From an optimization exercise on the open Yosys and OpenROAD flow, aimed at a short achievable clock period and few clock cycles; shortcuts taken in it are not production practice. Function was checked by simulation only, so behaviour that the tests miss may differ from the original. Power is estimated from default activity; no workload was simulated.

==> 05-18: inputs <==
// wzwave_fbs
module wzwave_fbs (
    input  wire        clk,
    input  wire        rst,
    input  wire        in_valid,
    input  wire [7:0]  in_data,
    output wire        in_ready,
    output wire        out_valid,
    input  wire        out_ready,
    output wire        out_hdr,
    output wire        out_last,
    output wire [3:0]  out_type,
    output wire [71:0] out_data
);
export LEC_CHECK = 0
export ABC_CLOCK_PERIOD_IN_PS = 2500
export CAP_MARGIN = 20
export CORE_MARGIN = 2
export CORE_UTILIZATION = 72
export CTS_CLUSTER_DIAMETER = 100
export CTS_CLUSTER_SIZE = 26
export SLEW_MARGIN = 20
create_clock -name core_clock -period 10.0 [get_ports {clk}]
standard.sh (not shown) runs the stock make flow with config.mk's settings and CLKGATE_MAP_FILE= SYNTH_SCRIPT=/design/flow/synth_recipe.tcl, a recipe that flattens the netlist after the stock synthesis.
==> flow/flow/run.sh <==
#!/bin/bash
set -euo pipefail
bash standard.sh SETUP_SLACK_MARGIN=7 finish > standard_make.log 2>&1
==> 06-14 (differences from 05-18) <==
--- a/flow/design.v
+++ b/flow/design.v
@@ -33,19 +33,21 @@
     localparam [1:0] S_HUNT   = 2'd0;
     localparam [1:0] S_GOTSOF = 2'd1;
     localparam [1:0] S_BODY   = 2'd2;
     localparam integer DAW    = 8;           
     localparam integer DDEPTH = 1 << DAW;
     localparam integer IAW    = 4;           
     localparam integer IDEPTH = 1 << IAW;
     localparam integer MARGIN = 4;           
+    localparam integer IMARGIN = 5;          
     localparam integer PFD    = 4;           
     localparam integer MQD    = 4;           
     localparam integer IW = 4 + 1 + 40;
+    reg         room;          
     reg         in_rdy;        
     reg         in_rdy_n;      
     reg         r_valid;
     reg  [7:0]  r_data;
     assign in_ready = in_rdy;
     always @(posedge clk) begin
         r_data <= in_data;
         if (rst)
@@ -193,17 +195,18 @@
         q_item <= {it_type, it_has, it_has ? {wr_last, it_raw[31:0]} : it_raw};
         q_mbm  <= mbm;
     end
     wire         q_mpush = q_v && q_item[40] &&
                            (q_item[44:41] == T_INIT || q_item[44:41] == T_ROUTING);
     reg  [28:0]  mq [0:MQD-1];
     reg  [2:0]   mq_w, mq_r;
     always @(posedge clk) begin
-        dmem[wr_ptr[DAW-1:0]] <= st_data;
+        if (b_pay && st_adv)
+            dmem[wr_ptr[DAW-1:0]] <= st_data;
         if (q_v)
             imem[iw_ptr[IAW-1:0]] <= q_item;
         if (q_mpush)
             mq[mq_w[1:0]] <= q_mbm;
     end
     always @(posedge clk) begin
         if (rst) begin
             state  <= S_HUNT;
@@ -434,17 +437,18 @@
             pf_cnt  <= 3'd0;
             mq_r    <= 3'd0;
             ih_v    <= 1'b0;
             busy    <= 1'b0;
             wm_v    <= 1'b0;
             o_valid   <= 1'b0;
             o_valid_n <= 1'b1;
             s_valid <= 1'b0;
-            in_rdy  <= 1'b0;
+            room     <= 1'b0;
+            in_rdy   <= 1'b0;
             in_rdy_n <= 1'b1;
         end else begin
             a_v <= rd_issue;
             if (rd_issue)
                 ra_ptr <= ra_ptr + 1'b1;
             pf_cnt <= pf_cnt + a_v - e_dpop;
             if (!ih_v || e_ipop) begin
                 ih_v <= i_nemp;
@@ -468,20 +472,20 @@
             end
             o_valid <= o_take ? (s_valid || e_push) : o_full;
             if (o_take) begin
                 o_valid_n <= !(s_valid || e_push);
                 s_valid <= 1'b0;
             end else if (e_push) begin
                 s_valid <= 1'b1;
             end
-            in_rdy   <= (d_occ <= DDEPTH - MARGIN) && (i_occ <= IDEPTH - MARGIN) &&
+            room     <= (d_occ <= DDEPTH - MARGIN) && (i_occ <= IDEPTH - IMARGIN) &&
                         (mq_occ <= MQD - 2);
-            in_rdy_n <= !((d_occ <= DDEPTH - MARGIN) && (i_occ <= IDEPTH - MARGIN) &&
-                          (mq_occ <= MQD - 2));
+            in_rdy   <= room;
+            in_rdy_n <= !room;
         end
     end
     always @(posedge clk) begin
         if (!ih_v || e_ipop) begin
             ih_type <= in_type;
             ih_hdr  <= in_hdr;
             ih_has  <= in_has;
             ih_mask <= (in_type == T_INIT) || (in_type == T_ROUTING);
==> flow/flow/run.sh (replaced) <==
#!/bin/bash
set -euo pipefail
bash standard.sh SETUP_SLACK_MARGIN=7 \
  "CTS_ARGS=-sink_clustering_enable -repair_clock_nets -sink_clustering_size 26 -sink_clustering_max_diameter 100 -apply_ndr half" \
  finish > standard_make.log 2>&1
==> qor summary <==
Clock latency on the worst-skew pair: 06-14 0.91 ns; 05-18 0.89 ns
Clock Power: 06-14 7.88 mW; 05-18 7.75 mW
Routability congestion estimate: 06-14 0.912; 05-18 0.863
Simple-gate portion of the synthesized area: 06-14 3.76%; 05-18 3.91%
Worst relative slew slack: 06-14 22.1%; 05-18 26.1%
Fraction of synthesized area in multiplexers: 06-14 15.5%; 05-18 15.4%
Detail Route met3 WL: 06-14 36800 um; 05-18 32900 um
Share of Yosys cell area claimed by the top area cell type: 06-14 70.0%; 05-18 69.8%
Count of distinct cell types in the synthesized netlist: 06-14 87; 05-18 94
Number of vias in the routed layout: 06-14 73.9k; 05-18 72.1k
Minimum clock period: 06-14 3.35 ns; 05-18 3.44 ns
Post-route setup slack: 06-14 6.65 ns; 05-18 6.56 ns
Iter 0 DRT Violations: 06-14 11.5k; 05-18 10.2k
Number of synthesized register bits: 06-14 3757; 05-18 3756
Placed cell count: 06-14 9748; 05-18 9828
Number of sequential cells in the layout: 06-14 3757; 05-18 3756
Outcome: 06-14 timing/DRC/antenna clean; 05-18 timing/DRC/antenna clean
Arrival time worst endpoint: 06-14 1.35 ns; 05-18 1.44 ns
Testbench counts of 05-18, summed over its fixed seeds: cycles 30,885.
Testbench counts of 06-14, summed over its fixed seeds: cycles 30,927.

* * *

==> juniper <==
wzwave_fbs, a different RTL version from the one above (not shown whole).
clock: 10.0 ns
lec_check: 0
abc_clock_period_in_ps: 2500
cap_margin: 20
core_margin: 2
core_utilization: 72
cts_cluster_diameter: 100
cts_cluster_size: 30
slew_margin: 20
==> flow/flow/run.sh <==
#!/bin/bash
set -euo pipefail
bash standard.sh SETUP_SLACK_MARGIN=7 finish > standard_make.log 2>&1
==> lagoon (differences from juniper) <==
--- a/flow/design.v
+++ b/flow/design.v
@@ -36,23 +36,26 @@
     localparam integer DAW    = 8;           
     localparam integer DDEPTH = 1 << DAW;
     localparam integer IAW    = 4;           
     localparam integer IDEPTH = 1 << IAW;
     localparam integer MARGIN = 4;           
+    localparam integer IMARGIN = 5;          
     localparam integer PFD    = 4;           
     localparam integer MQD    = 4;           
     localparam integer IW = 4 + 1 + 40;
-    reg         in_rdy;
+    reg         room;          
+    reg         in_rdy;        
+    reg         in_rdy_n;      
     reg         r_valid;
     reg  [7:0]  r_data;
     assign in_ready = in_rdy;
     always @(posedge clk) begin
         r_data <= in_data;
         if (rst)
             r_valid <= 1'b0;
         else
-            r_valid <= in_valid && in_rdy;
+            r_valid <= in_valid && !in_rdy_n;
     end
     reg  [7:0]     dmem [0:DDEPTH-1];
     reg  [DAW:0]   wr_ptr;               
     reg  [DAW:0]   cm_ptr;               
     reg  [DAW:0]   ra_ptr;               
@@ -194,12 +197,21 @@
     end
     wire         q_mpush = q_v && q_item[40] &&
                            (q_item[44:41] == T_INIT || q_item[44:41] == T_ROUTING);
     reg  [28:0]  mq [0:MQD-1];
     reg  [2:0]   mq_w, mq_r;
+    reg            w_v;
+    reg  [DAW-1:0] w_addr;
+    reg  [7:0]     w_data;
     always @(posedge clk) begin
-        dmem[wr_ptr[DAW-1:0]] <= st_data;
+        w_v    <= !rst && b_pay && st_adv;
+        w_addr <= wr_ptr[DAW-1:0];
+        w_data <= st_data;
+    end
+    always @(posedge clk) begin
+        if (w_v)
+            dmem[w_addr] <= w_data;
         if (q_v)
             imem[iw_ptr[IAW-1:0]] <= q_item;
         if (q_mpush)
             mq[mq_w[1:0]] <= q_mbm;
     end
@@ -356,16 +368,17 @@
             ffs29 = 5'd0;
             for (k = 28; k >= 0; k = k - 1)
                 if (m[k]) ffs29 = k[4:0];
         end
     endfunction
-    reg            o_valid, s_valid;
-    reg            o_valid_p;        
+    reg            o_valid_n;        
+    reg            o_valid, s_valid; 
+    wire           o_full   = !o_valid_n;
     reg  [77:0]    o_beat, s_beat;   
-    reg  [77:0]    o_hold;           
-    wire           o_take   = !o_valid || out_ready;
-    wire           can_push = !(o_valid && s_valid);
+    reg  [77:0]    o_hold_n;         
+    wire           o_take   = !o_full || out_ready;
+    wire           can_push = !(o_full && s_valid);
     wire [15:0]    e_ent    = pf[0];
     wire           e_v      = (pf_cnt != 3'd0);
     wire [7:0]     e_byte   = e_ent[7:0];
     wire [4:0]     e_j      = cj;
     wire           e_lastent = (e_ent[15:8] == c_last);
@@ -432,14 +445,16 @@
             pf_cnt  <= 3'd0;
             mq_r    <= 3'd0;
             ih_v    <= 1'b0;
             busy    <= 1'b0;
             wm_v    <= 1'b0;
-            o_valid <= 1'b0;
-            o_valid_p <= 1'b0;
+            o_valid   <= 1'b0;
+            o_valid_n <= 1'b1;
             s_valid <= 1'b0;
-            in_rdy  <= 1'b0;
+            room     <= 1'b0;
+            in_rdy   <= 1'b0;
+            in_rdy_n <= 1'b1;
         end else begin
             a_v <= rd_issue;
             if (rd_issue)
                 ra_ptr <= ra_ptr + 1'b1;
             pf_cnt <= pf_cnt + a_v - e_dpop;
@@ -461,19 +476,21 @@
                     wm_v <= !m_done;
                 end
                 if (e_end)
                     busy <= 1'b0;
             end
-            o_valid_p <= o_take ? (s_valid || e_push) : o_valid;
+            o_valid <= o_take ? (s_valid || e_push) : o_full;
             if (o_take) begin
-                o_valid <= s_valid || e_push;
+                o_valid_n <= !(s_valid || e_push);
                 s_valid <= 1'b0;
             end else if (e_push) begin
                 s_valid <= 1'b1;
             end
-            in_rdy <= (d_occ <= DDEPTH - MARGIN) && (i_occ <= IDEPTH - MARGIN) &&
-                      (mq_occ <= MQD - 2);
+            room     <= (d_occ <= DDEPTH - MARGIN) && (i_occ <= IDEPTH - IMARGIN) &&
+                        (mq_occ <= MQD - 2);
+            in_rdy   <= room;
+            in_rdy_n <= !room;
         end
     end
     always @(posedge clk) begin
         if (!ih_v || e_ipop) begin
             ih_type <= in_type;
@@ -494,16 +511,17 @@
         end
         if ((e_ipop && ih_mask) || (e_dpop && c_mask)) begin
             cj <= ffs29(bm_src);
             bm <= bm_src & ~bm_low;
         end
-        o_beat <= o_take ? (s_valid ? s_beat : e_beat) : o_hold;
-        o_hold <= o_take ? (s_valid ? s_beat : e_beat) : o_beat;
+        o_beat <= o_take ? (s_valid ? s_beat : e_beat) : ~o_hold_n;
+        if (o_take)
+            o_hold_n <= ~(s_valid ? s_beat : e_beat);
         if (!o_take && e_push)
             s_beat <= e_beat;
     end
-    assign out_valid = o_valid_p;
+    assign out_valid = o_valid;
     assign out_hdr   = o_beat[77];
     assign out_last  = o_beat[76];
     assign out_type  = o_beat[75:72];
     assign out_data  = o_beat[71:0];
 endmodule
==> flow/flow/run.sh (replaced) <==
#!/bin/bash
set -euo pipefail
here=$(pwd)
bash standard.sh SETUP_SLACK_MARGIN=7 \
  PRE_DETAIL_PLACE_TCL="$here/flow/move_flops.tcl" \
  finish > standard_make.log 2>&1
==> flow/flow/move_flops.tcl (new file) <==
# Before detailed placement: move each register that drives an output port's
# buffer (and nothing else) onto that buffer, so that detailed placement puts
# it right beside the port. Nothing else changes; detailed placement then
# legalizes the moved registers.
set block [ord::get_db_block]
set moved 0
foreach bterm [$block getBTerms] {
  if {[$bterm getIoType] != "OUTPUT"} { continue }
  set net [$bterm getNet]
  if {$net == "NULL"} { continue }
  set buf ""
  foreach iterm [$net getITerms] {
    if {[$iterm isOutputSignal]} { set buf [$iterm getInst] }
  }
  if {$buf == ""} { continue }
  set in_net ""
  foreach iterm [$buf getITerms] {
    if {[$iterm isInputSignal]} { set in_net [$iterm getNet] }
  }
  if {$in_net == "" || $in_net == "NULL"} { continue }
  if {[llength [$in_net getITerms]] != 2} { continue }
  foreach iterm [$in_net getITerms] {
    if {![$iterm isOutputSignal]} { continue }
    set drv [$iterm getInst]
    if {![string match "sky130_fd_sc_hd__*df*" [[$drv getMaster] getName]]} { continue }
    set loc [$buf getLocation]
    $drv setLocation [lindex $loc 0] [lindex $loc 1]
    incr moved
  }
}
puts "move_flops: moved $moved output registers next to their port buffers"
- CORE_UTILIZATION: 72 -> 76
- CTS_CLUSTER_SIZE: 30 -> 26
==> summary.txt <==
Against juniper, the clock-buffer cell count of lagoon is higher by 41.
Of juniper and lagoon, lagoon has the higher worst hold slack (gap 0.0046 ns).
Between lagoon and juniper, the lower final area is in juniper (gap 0.37%, measured against juniper).
Of lagoon and juniper, juniper has the higher register-to-register slack (gap 0.12 ns).
lagoon completed without violations. juniper completed without violations.
Via count: lagoon is higher than juniper (7.5%).
Between lagoon and juniper, the lower clock skew is in juniper (gap 0.013 ns).
Between lagoon and juniper, the lower area after synthesis is in juniper (gap about 0.3%, measured against juniper).
==> figures <==
metric                                                                juniper      lagoon
Result of the run                                    timing/DRC/antenna clean  timing/DRC/antenna clean
Fraction of the core area covered by cells at the end of the flow       78.3%       82.7%
Count of TritonRoute iterations in the first routing pass                   9          15
Post-DR vias/cell                                                        7.03        7.72
Detailed-placement wirelength estimate                                 200 mm      206 mm
Number of sequential storage elements                                    3768        3774
Final hold slack                                                     0.379 ns    0.383 ns
Proportion of layout cells with a drive suffix above 1                  26.4%       25.3%
Arrival time at the worst endpoint                                    1.50 ns     1.34 ns
Setup repair bufs after CTS                                                77          74
Combinational Power Share                                                8.8%       12.7%
Slew of the pin with the lowest slew margin                           1.10 ns     1.18 ns
Number of gates resized after cts                                         879         626
Shortest clock period the worst path allows after layout              3.50 ns     3.34 ns
Synthesized area                                                   144000 um2  145000 um2
Clk tree area frac                                                      2.75%       3.10%
Testbench counts of juniper, summed over its fixed seeds: cycles 30,885.
Testbench counts of lagoon, summed over its fixed seeds: cycles 30,927.

* * *

==> inputs of garnet <==
Another version of the RTL of wzwave_fbs (not shown whole).
export LEC_CHECK = 0
export ABC_CLOCK_PERIOD_IN_PS = 2500
export CAP_MARGIN = 20
export CORE_MARGIN = 2
export CORE_UTILIZATION = 40
export SLEW_MARGIN = 20
create_clock -name core_clock -period 10.0 [get_ports {clk}]
==> flow/flow/run.sh <==
#!/bin/bash
set -euo pipefail
bash standard.sh SETUP_SLACK_MARGIN=7 finish > standard_make.log 2>&1
==> amber: changes against garnet <==
--- a/flow/design.v
+++ b/flow/design.v
@@ -32,29 +32,33 @@
     localparam [3:0] T_OPAQUE   = 4'd14;
     localparam [1:0] S_HUNT   = 2'd0;
     localparam [1:0] S_GOTSOF = 2'd1;
     localparam [1:0] S_BODY   = 2'd2;
     localparam integer DAW    = 8;           
     localparam integer DDEPTH = 1 << DAW;
-    localparam integer IAW    = 5;           
+    localparam integer IAW    = 4;           
     localparam integer IDEPTH = 1 << IAW;
     localparam integer MARGIN = 4;           
+    localparam integer IMARGIN = 5;          
     localparam integer PFD    = 4;           
-    localparam integer IW = 4 + 40 + 1 + 1 + DAW;
-    reg         in_rdy;
+    localparam integer MQD    = 4;           
+    localparam integer IW = 4 + 1 + 40;
+    reg         room;          
+    reg         in_rdy;        
+    reg         in_rdy_n;      
     reg         r_valid;
     reg  [7:0]  r_data;
     assign in_ready = in_rdy;
     always @(posedge clk) begin
         r_data <= in_data;
         if (rst)
             r_valid <= 1'b0;
         else
-            r_valid <= in_valid && in_rdy;
+            r_valid <= in_valid && !in_rdy_n;
     end
-    reg  [12:0]    dmem [0:DDEPTH-1];    
+    reg  [7:0]     dmem [0:DDEPTH-1];
     reg  [DAW:0]   wr_ptr;               
     reg  [DAW:0]   cm_ptr;               
     reg  [DAW:0]   ra_ptr;               
     reg  [IW-1:0]  imem [0:IDEPTH-1];
     reg  [IAW:0]   iw_ptr;
     reg  [IAW:0]   ir_ptr;
@@ -76,12 +80,13 @@
     reg         k_bytes;       
     reg  [1:0]  k_first;
     reg         k_mask;        
     reg         k_mbase3;
     reg         k_ver;         
     reg  [4:0]  mj;            
+    reg  [28:0] mbm;           
     reg         f_has;         
     reg  [DAW-1:0] wr_last;    
     reg  [3:0]  d_type;
     reg  [7:0]  d_nmin;
     always @(*) begin
         d_type = T_OPAQUE;
@@ -178,33 +183,43 @@
                 end
             endcase
         end
     end
     reg          q_v;
     reg  [IW-1:0] q_item;
+    reg  [28:0]  q_mbm;
     always @(posedge clk) begin
         if (rst)
             q_v <= 1'b0;
         else
             q_v <= it_push;
-        q_item <= {it_type, it_raw, it_has, k_mask, wr_last};
+        q_item <= {it_type, it_has, it_has ? {wr_last, it_raw[31:0]} : it_raw};
+        q_mbm  <= mbm;
     end
+    wire         q_mpush = q_v && q_item[40] &&
+                           (q_item[44:41] == T_INIT || q_item[44:41] == T_ROUTING);
+    reg  [28:0]  mq [0:MQD-1];
+    reg  [2:0]   mq_w, mq_r;
     always @(posedge clk) begin
-        dmem[wr_ptr[DAW-1:0]] <= {mj, st_data};
+        if (b_pay && st_adv)
+            dmem[wr_ptr[DAW-1:0]] <= st_data;
         if (q_v)
             imem[iw_ptr[IAW-1:0]] <= q_item;
+        if (q_mpush)
+            mq[mq_w[1:0]] <= q_mbm;
     end
     always @(posedge clk) begin
         if (rst) begin
             state  <= S_HUNT;
             wr_ptr <= {(DAW+1){1'b0}};
             cm_ptr <= {(DAW+1){1'b0}};
             iw_ptr <= {(IAW+1){1'b0}};
+            mq_w   <= 3'd0;
         end else begin
-            if (q_v)
-                iw_ptr <= iw_ptr + 1'b1;
+            iw_ptr <= iw_ptr + q_v;
+            mq_w   <= mq_w + q_mpush;
             if (r_valid) begin
                 case (state)
                     S_HUNT: begin
                         if (is_sof) state <= S_GOTSOF;
                     end
                     S_GOTSOF: begin
@@ -236,12 +251,13 @@
                 lastb   <= 1'b0;
                 n       <= r_data - 8'd3;
                 acc     <= 8'hFF ^ r_data;
                 bpos    <= 2'd0;
                 pidx    <= 8'd0;
                 mj      <= 5'd0;
+                mbm     <= 29'd0;
                 f_has   <= 1'b0;
                 k_bytes <= 1'b0;
                 k_mask  <= 1'b0;
                 k_ver   <= 1'b0;
             end
             if (b_body) begin
@@ -272,25 +288,29 @@
                     if (pidx == 8'd2) p2 <= r_data;
                     if (pidx == 8'd3) p3 <= r_data;
                     if (pidx == 8'd4) p4 <= r_data;
                     t2 <= t1;
                     t1 <= t0;
                     t0 <= r_data;
-                    if (st_mask) mj <= mj + 5'd1;
+                    if (st_mask) begin
+                        mj <= mj + 5'd1;
+                        if (r_data != 8'd0) mbm[mj] <= 1'b1;
+                    end
                     if (st_adv) begin
                         f_has   <= 1'b1;
                         wr_last <= wr_ptr[DAW-1:0];
                     end
                 end
             end
         end
     end
     wire [IW-1:0]  inext   = imem[ir_ptr[IAW-1:0]];
     wire           i_nemp  = (ir_ptr != iw_ptr);
     wire [3:0]     in_type = inext[IW-1 -: 4];
-    wire [39:0]    in_raw  = inext[IW-5 -: 40];
+    wire           in_has  = inext[40];
+    wire [39:0]    in_raw  = in_has ? {8'd0, inext[31:0]} : inext[39:0];
     wire [1:0]     in_tier = in_raw[5:4];
     reg  [71:0]    in_hdr;
     always @(*) begin
         in_hdr = {32'd0, in_raw};
         if (in_type == T_NPI) begin
             in_hdr = 72'd0;
@@ -310,40 +330,53 @@
     reg            ih_v;
     reg  [3:0]     ih_type;
     reg  [71:0]    ih_hdr;
     reg            ih_has;
     reg            ih_mask;
     reg  [DAW-1:0] ih_last;
-    reg  [12:0]    ga [0:15];
+    reg  [7:0]     ga [0:15];
     reg            a_v;
     reg  [DAW-1:0] a_addr;
-    reg  [20:0]    pf [0:PFD-1];         
+    reg  [15:0]    pf [0:PFD-1];         
     reg  [2:0]     pf_cnt;
     wire           rd_issue = (ra_ptr != cm_ptr) && ({1'b0, pf_cnt} + a_v < PFD);
-    wire [20:0]    pf_new   = {a_addr, ga[a_addr[7:4]]};
+    wire [15:0]    pf_new   = {a_addr, ga[a_addr[7:4]]};
     integer gi;
     always @(posedge clk) begin
         for (gi = 0; gi < 16; gi = gi + 1)
             ga[gi] <= dmem[{gi[3:0], ra_ptr[3:0]}];
         a_addr <= ra_ptr[DAW-1:0];
     end
     reg            busy;             
     reg            c_mask;
     reg  [3:0]     c_type;
     reg  [DAW-1:0] c_last;
     reg  [7:0]     wm;               
     reg            wm_v;
-    reg            o_valid, s_valid;
+    reg  [4:0]     cj;               
+    reg  [28:0]    bm;               
+    function [4:0] ffs29(input [28:0] m);
+        integer k;
+        begin
+            ffs29 = 5'd0;
+            for (k = 28; k >= 0; k = k - 1)
+                if (m[k]) ffs29 = k[4:0];
+        end
+    endfunction
+    reg            o_valid_n;        
+    reg            o_valid, s_valid; 
+    wire           o_full   = !o_valid_n;
     reg  [77:0]    o_beat, s_beat;   
-    wire           o_take   = !o_valid || out_ready;
-    wire           can_push = !(o_valid && s_valid);
-    wire [20:0]    e_ent    = pf[0];
+    reg  [77:0]    o_hold_n;         
+    wire           o_take   = !o_full || out_ready;
+    wire           can_push = !(o_full && s_valid);
+    wire [15:0]    e_ent    = pf[0];
     wire           e_v      = (pf_cnt != 3'd0);
     wire [7:0]     e_byte   = e_ent[7:0];
-    wire [4:0]     e_j      = e_ent[12:8];
-    wire           e_lastent = (e_ent[20:13] == c_last);
+    wire [4:0]     e_j      = cj;
+    wire           e_lastent = (e_ent[15:8] == c_last);
     wire [7:0]     m_cur    = wm_v ? wm : e_byte;
     wire [7:0]     m_rest   = m_cur & (m_cur - 8'd1);
     wire           m_done   = (m_rest == 8'd0);
     reg  [2:0]     m_bit;
     always @(*) begin
         casez (m_cur)
@@ -386,37 +419,46 @@
                     e_dpop = 1'b1;
                     e_end  = e_lastent;
                 end
             end
         end
     end
+    wire [28:0]    mq_head  = mq[mq_r[1:0]];
+    wire [28:0]    bm_src   = e_ipop ? mq_head : bm;
+    wire [28:0]    bm_low   = bm_src & (~bm_src + 29'd1);
     wire [DAW:0]   d_occ = wr_ptr - ra_ptr;
     wire [IAW:0]   i_occ = iw_ptr - ir_ptr;
+    wire [2:0]     mq_occ = mq_w - mq_r;
     integer pi;
     always @(posedge clk) begin
         if (rst) begin
             ra_ptr  <= {(DAW+1){1'b0}};
             ir_ptr  <= {(IAW+1){1'b0}};
             a_v     <= 1'b0;
             pf_cnt  <= 3'd0;
+            mq_r    <= 3'd0;
             ih_v    <= 1'b0;
             busy    <= 1'b0;
             wm_v    <= 1'b0;
-            o_valid <= 1'b0;
+            o_valid   <= 1'b0;
+            o_valid_n <= 1'b1;
             s_valid <= 1'b0;
-            in_rdy  <= 1'b0;
+            room     <= 1'b0;
+            in_rdy   <= 1'b0;
+            in_rdy_n <= 1'b1;
         end else begin
             a_v <= rd_issue;
             if (rd_issue)
                 ra_ptr <= ra_ptr + 1'b1;
             pf_cnt <= pf_cnt + a_v - e_dpop;
             if (!ih_v || e_ipop) begin
                 ih_v <= i_nemp;
                 if (i_nemp)
                     ir_ptr <= ir_ptr + 1'b1;
             end
+            mq_r <= mq_r + (e_ipop && ih_has && ih_mask);
             if (e_ipop) begin
                 busy   <= ih_has;
                 c_mask <= ih_mask;
                 c_type <= ih_type;
                 c_last <= ih_last;
             end
@@ -425,42 +467,51 @@
                     wm   <= m_rest;
                     wm_v <= !m_done;
                 end
                 if (e_end)
                     busy <= 1'b0;
             end
+            o_valid <= o_take ? (s_valid || e_push) : o_full;
             if (o_take) begin
-                o_valid <= s_valid || e_push;
+                o_valid_n <= !(s_valid || e_push);
                 s_valid <= 1'b0;
             end else if (e_push) begin
                 s_valid <= 1'b1;
             end
-            in_rdy <= (d_occ <= DDEPTH - MARGIN) && (i_occ <= IDEPTH - MARGIN - 1);
+            room     <= (d_occ <= DDEPTH - MARGIN) && (i_occ <= IDEPTH - IMARGIN) &&
+                        (mq_occ <= MQD - 2);
+            in_rdy   <= room;
+            in_rdy_n <= !room;
         end
     end
     always @(posedge clk) begin
         if (!ih_v || e_ipop) begin
             ih_type <= in_type;
             ih_hdr  <= in_hdr;
-            ih_has  <= inext[DAW+1];
-            ih_mask <= inext[DAW];
-            ih_last <= inext[DAW-1:0];
+            ih_has  <= in_has;
+            ih_mask <= (in_type == T_INIT) || (in_type == T_ROUTING);
+            ih_last <= inext[39:32];
         end
         for (pi = 0; pi < PFD; pi = pi + 1) begin
             if (e_dpop) begin
                 if (pi == PFD - 1)
                     pf[pi] <= pf_new;
                 else
                     pf[pi] <= (a_v && pf_cnt == pi + 1) ? pf_new : pf[pi + 1];
             end else if (a_v && pf_cnt == pi) begin
                 pf[pi] <= pf_new;
             end
         end
+        if ((e_ipop && ih_mask) || (e_dpop && c_mask)) begin
+            cj <= ffs29(bm_src);
+            bm <= bm_src & ~bm_low;
+        end
+        o_beat <= o_take ? (s_valid ? s_beat : e_beat) : ~o_hold_n;
         if (o_take)
-            o_beat <= s_valid ? s_beat : e_beat;
-        else if (e_push)
+            o_hold_n <= ~(s_valid ? s_beat : e_beat);
+        if (!o_take && e_push)
             s_beat <= e_beat;
     end
     assign out_valid = o_valid;
     assign out_hdr   = o_beat[77];
     assign out_last  = o_beat[76];
     assign out_type  = o_beat[75:72];
==> flow/flow/run.sh (replaced) <==
#!/bin/bash
set -euo pipefail
here=$(pwd)
bash standard.sh SETUP_SLACK_MARGIN=7 \
  PRE_DETAIL_PLACE_TCL="$here/flow/move_flops.tcl" \
  finish > standard_make.log 2>&1
==> flow/flow/move_flops.tcl (new file) <==
# Before detailed placement: move each register that drives an output port's
# buffer (and nothing else) onto that buffer, so that detailed placement puts
# it right beside the port. Nothing else changes; detailed placement then
# legalizes the moved registers.
set block [ord::get_db_block]
set moved 0
foreach bterm [$block getBTerms] {
  if {[$bterm getIoType] != "OUTPUT"} { continue }
  set net [$bterm getNet]
  if {$net == "NULL"} { continue }
  set buf ""
  foreach iterm [$net getITerms] {
    if {[$iterm isOutputSignal]} { set buf [$iterm getInst] }
  }
  if {$buf == ""} { continue }
  set in_net ""
  foreach iterm [$buf getITerms] {
    if {[$iterm isInputSignal]} { set in_net [$iterm getNet] }
  }
  if {$in_net == "" || $in_net == "NULL"} { continue }
  if {[llength [$in_net getITerms]] != 2} { continue }
  foreach iterm [$in_net getITerms] {
    if {![$iterm isOutputSignal]} { continue }
    set drv [$iterm getInst]
    if {![string match "sky130_fd_sc_hd__*df*" [[$drv getMaster] getName]]} { continue }
    set loc [$buf getLocation]
    $drv setLocation [lindex $loc 0] [lindex $loc 1]
    incr moved
  }
}
puts "move_flops: moved $moved output registers next to their port buffers"
--- a/flow/config.mk
+++ b/flow/config.mk
@@ -5,8 +5,10 @@
 export SDC_FILE = /design/flow/constraint.sdc
 export NUM_CORES = 4
 export LEC_CHECK = 0
 export ABC_CLOCK_PERIOD_IN_PS = 2500
 export CAP_MARGIN = 20
 export CORE_MARGIN = 2
-export CORE_UTILIZATION = 40
+export CORE_UTILIZATION = 72
+export CTS_CLUSTER_DIAMETER = 100
+export CTS_CLUSTER_SIZE = 26
 export SLEW_MARGIN = 20
==> tundra: changes against garnet <==
==> flow/run.sh (new file) <==
#!/bin/bash
# synth_recipe.tcl (not shown) runs the flow's synth.tcl, then flattens the netlist and writes it again
# the make line also repeats each setting of config.mk as NAME=value (left out here)
make -C /OpenROAD-flow-scripts/flow DESIGN_CONFIG=/design/flow/config.mk WORK_HOME=/design/flow/orfs CLKGATE_MAP_FILE= SYNTH_SCRIPT=/design/flow/synth_recipe.tcl finish
--- a/flow/config.mk
+++ b/flow/config.mk
@@ -6,7 +6,8 @@
 export NUM_CORES = 4
 export LEC_CHECK = 0
 export ABC_CLOCK_PERIOD_IN_PS = 2500
 export CAP_MARGIN = 20
 export CORE_MARGIN = 2
 export CORE_UTILIZATION = 40
+export SETUP_SLACK_MARGIN = 5
 export SLEW_MARGIN = 20
removed: flow/flow/run.sh
removed: flow/standard.sh
==> ember: changes against garnet <==
--- a/flow/design.v
+++ b/flow/design.v
@@ -36,25 +36,26 @@
     localparam integer DAW    = 8;           
     localparam integer DDEPTH = 1 << DAW;
     localparam integer IAW    = 5;           
     localparam integer IDEPTH = 1 << IAW;
     localparam integer MARGIN = 4;           
     localparam integer PFD    = 4;           
+    localparam integer MQD    = 4;           
     localparam integer IW = 4 + 40 + 1 + 1 + DAW;
     reg         in_rdy;
     reg         r_valid;
     reg  [7:0]  r_data;
     assign in_ready = in_rdy;
     always @(posedge clk) begin
         r_data <= in_data;
         if (rst)
             r_valid <= 1'b0;
         else
             r_valid <= in_valid && in_rdy;
     end
-    reg  [12:0]    dmem [0:DDEPTH-1];    
+    reg  [7:0]     dmem [0:DDEPTH-1];
     reg  [DAW:0]   wr_ptr;               
     reg  [DAW:0]   cm_ptr;               
     reg  [DAW:0]   ra_ptr;               
     reg  [IW-1:0]  imem [0:IDEPTH-1];
     reg  [IAW:0]   iw_ptr;
     reg  [IAW:0]   ir_ptr;
@@ -76,12 +77,13 @@
     reg         k_bytes;       
     reg  [1:0]  k_first;
     reg         k_mask;        
     reg         k_mbase3;
     reg         k_ver;         
     reg  [4:0]  mj;            
+    reg  [28:0] mbm;           
     reg         f_has;         
     reg  [DAW-1:0] wr_last;    
     reg  [3:0]  d_type;
     reg  [7:0]  d_nmin;
     always @(*) begin
         d_type = T_OPAQUE;
@@ -178,33 +180,41 @@
                 end
             endcase
         end
     end
     reg          q_v;
     reg  [IW-1:0] q_item;
+    reg  [28:0]  q_mbm;
     always @(posedge clk) begin
         if (rst)
             q_v <= 1'b0;
         else
             q_v <= it_push;
         q_item <= {it_type, it_raw, it_has, k_mask, wr_last};
+        q_mbm  <= mbm;
     end
+    wire         q_mpush = q_v && q_item[DAW+1] && q_item[DAW];
+    reg  [28:0]  mq [0:MQD-1];
+    reg  [2:0]   mq_w, mq_r;
     always @(posedge clk) begin
-        dmem[wr_ptr[DAW-1:0]] <= {mj, st_data};
+        dmem[wr_ptr[DAW-1:0]] <= st_data;
         if (q_v)
             imem[iw_ptr[IAW-1:0]] <= q_item;
+        if (q_mpush)
+            mq[mq_w[1:0]] <= q_mbm;
     end
     always @(posedge clk) begin
         if (rst) begin
             state  <= S_HUNT;
             wr_ptr <= {(DAW+1){1'b0}};
             cm_ptr <= {(DAW+1){1'b0}};
             iw_ptr <= {(IAW+1){1'b0}};
+            mq_w   <= 3'd0;
         end else begin
-            if (q_v)
-                iw_ptr <= iw_ptr + 1'b1;
+            iw_ptr <= iw_ptr + q_v;
+            mq_w   <= mq_w + q_mpush;
             if (r_valid) begin
                 case (state)
                     S_HUNT: begin
                         if (is_sof) state <= S_GOTSOF;
                     end
                     S_GOTSOF: begin
@@ -236,12 +246,13 @@
                 lastb   <= 1'b0;
                 n       <= r_data - 8'd3;
                 acc     <= 8'hFF ^ r_data;
                 bpos    <= 2'd0;
                 pidx    <= 8'd0;
                 mj      <= 5'd0;
+                mbm     <= 29'd0;
                 f_has   <= 1'b0;
                 k_bytes <= 1'b0;
                 k_mask  <= 1'b0;
                 k_ver   <= 1'b0;
             end
             if (b_body) begin
@@ -272,13 +283,16 @@
                     if (pidx == 8'd2) p2 <= r_data;
                     if (pidx == 8'd3) p3 <= r_data;
                     if (pidx == 8'd4) p4 <= r_data;
                     t2 <= t1;
                     t1 <= t0;
                     t0 <= r_data;
-                    if (st_mask) mj <= mj + 5'd1;
+                    if (st_mask) begin
+                        mj <= mj + 5'd1;
+                        if (r_data != 8'd0) mbm[mj] <= 1'b1;
+                    end
                     if (st_adv) begin
                         f_has   <= 1'b1;
                         wr_last <= wr_ptr[DAW-1:0];
                     end
                 end
             end
@@ -310,40 +324,51 @@
     reg            ih_v;
     reg  [3:0]     ih_type;
     reg  [71:0]    ih_hdr;
     reg            ih_has;
     reg            ih_mask;
     reg  [DAW-1:0] ih_last;
-    reg  [12:0]    ga [0:15];
+    reg  [7:0]     ga [0:15];
     reg            a_v;
     reg  [DAW-1:0] a_addr;
-    reg  [20:0]    pf [0:PFD-1];         
+    reg  [15:0]    pf [0:PFD-1];         
     reg  [2:0]     pf_cnt;
     wire           rd_issue = (ra_ptr != cm_ptr) && ({1'b0, pf_cnt} + a_v < PFD);
-    wire [20:0]    pf_new   = {a_addr, ga[a_addr[7:4]]};
+    wire [15:0]    pf_new   = {a_addr, ga[a_addr[7:4]]};
     integer gi;
     always @(posedge clk) begin
         for (gi = 0; gi < 16; gi = gi + 1)
             ga[gi] <= dmem[{gi[3:0], ra_ptr[3:0]}];
         a_addr <= ra_ptr[DAW-1:0];
     end
     reg            busy;             
     reg            c_mask;
     reg  [3:0]     c_type;
     reg  [DAW-1:0] c_last;
     reg  [7:0]     wm;               
     reg            wm_v;
+    reg  [4:0]     cj;               
+    reg  [28:0]    bm;               
+    function [4:0] ffs29(input [28:0] m);
+        integer k;
+        begin
+            ffs29 = 5'd0;
+            for (k = 28; k >= 0; k = k - 1)
+                if (m[k]) ffs29 = k[4:0];
+        end
+    endfunction
     reg            o_valid, s_valid;
     reg  [77:0]    o_beat, s_beat;   
+    reg  [77:0]    o_hold;           
     wire           o_take   = !o_valid || out_ready;
     wire           can_push = !(o_valid && s_valid);
-    wire [20:0]    e_ent    = pf[0];
+    wire [15:0]    e_ent    = pf[0];
     wire           e_v      = (pf_cnt != 3'd0);
     wire [7:0]     e_byte   = e_ent[7:0];
-    wire [4:0]     e_j      = e_ent[12:8];
-    wire           e_lastent = (e_ent[20:13] == c_last);
+    wire [4:0]     e_j      = cj;
+    wire           e_lastent = (e_ent[15:8] == c_last);
     wire [7:0]     m_cur    = wm_v ? wm : e_byte;
     wire [7:0]     m_rest   = m_cur & (m_cur - 8'd1);
     wire           m_done   = (m_rest == 8'd0);
     reg  [2:0]     m_bit;
     always @(*) begin
         casez (m_cur)
@@ -386,21 +411,26 @@
                     e_dpop = 1'b1;
                     e_end  = e_lastent;
                 end
             end
         end
     end
+    wire [28:0]    mq_head  = mq[mq_r[1:0]];
+    wire [28:0]    bm_src   = e_ipop ? mq_head : bm;
+    wire [28:0]    bm_low   = bm_src & (~bm_src + 29'd1);
     wire [DAW:0]   d_occ = wr_ptr - ra_ptr;
     wire [IAW:0]   i_occ = iw_ptr - ir_ptr;
+    wire [2:0]     mq_occ = mq_w - mq_r;
     integer pi;
     always @(posedge clk) begin
         if (rst) begin
             ra_ptr  <= {(DAW+1){1'b0}};
             ir_ptr  <= {(IAW+1){1'b0}};
             a_v     <= 1'b0;
             pf_cnt  <= 3'd0;
+            mq_r    <= 3'd0;
             ih_v    <= 1'b0;
             busy    <= 1'b0;
             wm_v    <= 1'b0;
             o_valid <= 1'b0;
             s_valid <= 1'b0;
             in_rdy  <= 1'b0;
@@ -411,12 +441,13 @@
             pf_cnt <= pf_cnt + a_v - e_dpop;
             if (!ih_v || e_ipop) begin
                 ih_v <= i_nemp;
                 if (i_nemp)
                     ir_ptr <= ir_ptr + 1'b1;
             end
+            mq_r <= mq_r + (e_ipop && ih_has && ih_mask);
             if (e_ipop) begin
                 busy   <= ih_has;
                 c_mask <= ih_mask;
                 c_type <= ih_type;
                 c_last <= ih_last;
             end
@@ -431,13 +462,14 @@
             if (o_take) begin
                 o_valid <= s_valid || e_push;
                 s_valid <= 1'b0;
             end else if (e_push) begin
                 s_valid <= 1'b1;
             end
-            in_rdy <= (d_occ <= DDEPTH - MARGIN) && (i_occ <= IDEPTH - MARGIN - 1);
+            in_rdy <= (d_occ <= DDEPTH - MARGIN) && (i_occ <= IDEPTH - MARGIN - 1) &&
+                      (mq_occ <= MQD - 2);
         end
     end
     always @(posedge clk) begin
         if (!ih_v || e_ipop) begin
             ih_type <= in_type;
             ih_hdr  <= in_hdr;
@@ -452,15 +484,19 @@
                 else
                     pf[pi] <= (a_v && pf_cnt == pi + 1) ? pf_new : pf[pi + 1];
             end else if (a_v && pf_cnt == pi) begin
                 pf[pi] <= pf_new;
             end
         end
-        if (o_take)
-            o_beat <= s_valid ? s_beat : e_beat;
-        else if (e_push)
+        if ((e_ipop && ih_mask) || (e_dpop && c_mask)) begin
+            cj <= ffs29(bm_src);
+            bm <= bm_src & ~bm_low;
+        end
+        o_beat <= o_take ? (s_valid ? s_beat : e_beat) : o_hold;
+        o_hold <= o_take ? (s_valid ? s_beat : e_beat) : o_beat;
+        if (!o_take && e_push)
             s_beat <= e_beat;
     end
     assign out_valid = o_valid;
     assign out_hdr   = o_beat[77];
     assign out_last  = o_beat[76];
     assign out_type  = o_beat[75:72];
--- a/flow/config.mk
+++ b/flow/config.mk
@@ -5,8 +5,10 @@
 export SDC_FILE = /design/flow/constraint.sdc
 export NUM_CORES = 4
 export LEC_CHECK = 0
 export ABC_CLOCK_PERIOD_IN_PS = 2500
 export CAP_MARGIN = 20
 export CORE_MARGIN = 2
-export CORE_UTILIZATION = 40
+export CORE_UTILIZATION = 65
+export CTS_CLUSTER_DIAMETER = 100
+export CTS_CLUSTER_SIZE = 30
 export SLEW_MARGIN = 20
==> notes <==
Non-clock buffer count: amber < tundra < ember < garnet.
The lowest worst hold slack belongs to garnet, the highest to amber.
Worst setup slack, highest first: amber, ember, garnet, tundra.
In tundra the sequential share of layout area is lower than in amber, by 0.35 points.
Sequential cell count: ember is higher than amber (1031).
Global-route usage: garnet is lower than ember (13 points).
==> figures <==
metric	tundra	ember	garnet	amber
Register cell area after layout	0.172 mm²	0.139 mm²	0.172 mm²	0.109 mm²
Synthesized-area fraction occupied by ao, oa, aoi and oai cells	1.88%	3.08%	1.88%	2.81%
Total leakage power	80.1 nW	63.9 nW	81.6 nW	50.1 nW
Layout net count	10600	9299	10800	7575
Minimum hold slack	0.341 ns	0.351 ns	0.334 ns	0.391 ns
Total area of multi-input combinational cells	0.0487 mm²	0.0438 mm²	0.0501 mm²	0.0369 mm²
Share of synthesized cell area in and, or, nand and nor gates	2.24%	3.33%	2.24%	3.76%
Synth Instances	10100	9039	10100	7265
Status	timing/DRC/antenna clean	timing/DRC/antenna clean	timing/DRC/antenna clean	timing/DRC/antenna clean
Dpl hpwl	333000 µm	262000 µm	325000 µm	206000 µm
Critical Path Start	-	o_valid	o_beat[24]	o_beat[74]
Inverter count of the layout excluding clock inverters	60	81	60	80
Initial DRC Count	14800	13100	14800	11100
Data required, critical path	10.77 ns	8.00 ns	8.00 ns	8.00 ns
Testbench counts of garnet, summed over its fixed seeds: cycles 30,798.
Testbench counts of amber, summed over its fixed seeds: cycles 30,927.
Testbench counts of tundra, summed over its fixed seeds: cycles 30,798.
Testbench counts of ember, summed over its fixed seeds: cycles 30,798.

afterwards: timing with drivers on the ports:
Ports are ideal in the flow. The routed layouts listed here were re-timed in OpenROAD.
Step 1, drivers: a clkbuf_16 drives clk and a buf_2 each remaining input, both assumed.
Step 2 adds t to the input delays and takes it off the output delays; t is the mean of the earliest and latest rising clock arrival at the registers after step 1. Input paths then give back, and output paths get back, about the clock's delay inside the block.
Slacks: no drivers / after step 1 / after step 2; pairs: no drivers / after step 1.
| run | shift t [ns] | slack for setup (ns) | clock arrival spread, ns |
|---|---|---|---|
| 05-18 | 0.958 | 6.559 / 6.466 / 6.159 | 0.044 / 0.044 |
| 06-14 | 0.990 | 6.648 / 6.542 / 6.157 | 0.057 / 0.058 |
| juniper | 0.944 | 6.504 / 6.416 / 6.107 | 0.049 / 0.048 |
| lagoon | 0.994 | 6.657 / 6.556 / 6.099 | 0.062 / 0.063 |
| garnet | 1.173 | 6.339 / 6.215 / 6.083 | 0.133 / 0.133 |
| amber | 0.970 | 6.666 / 6.562 / 6.103 | 0.044 / 0.045 |
| tundra | 1.170 | 5.289 / 5.289 / 5.164 | 0.111 / 0.110 |
| ember | 1.020 | 6.472 / 6.371 / 6.167 | 0.057 / 0.057 |
After both steps every run listed still meets setup and hold. For amber, which loses most, drivers alone change the setup slack by -0.104 ns; drivers and shift together by -0.563 ns.
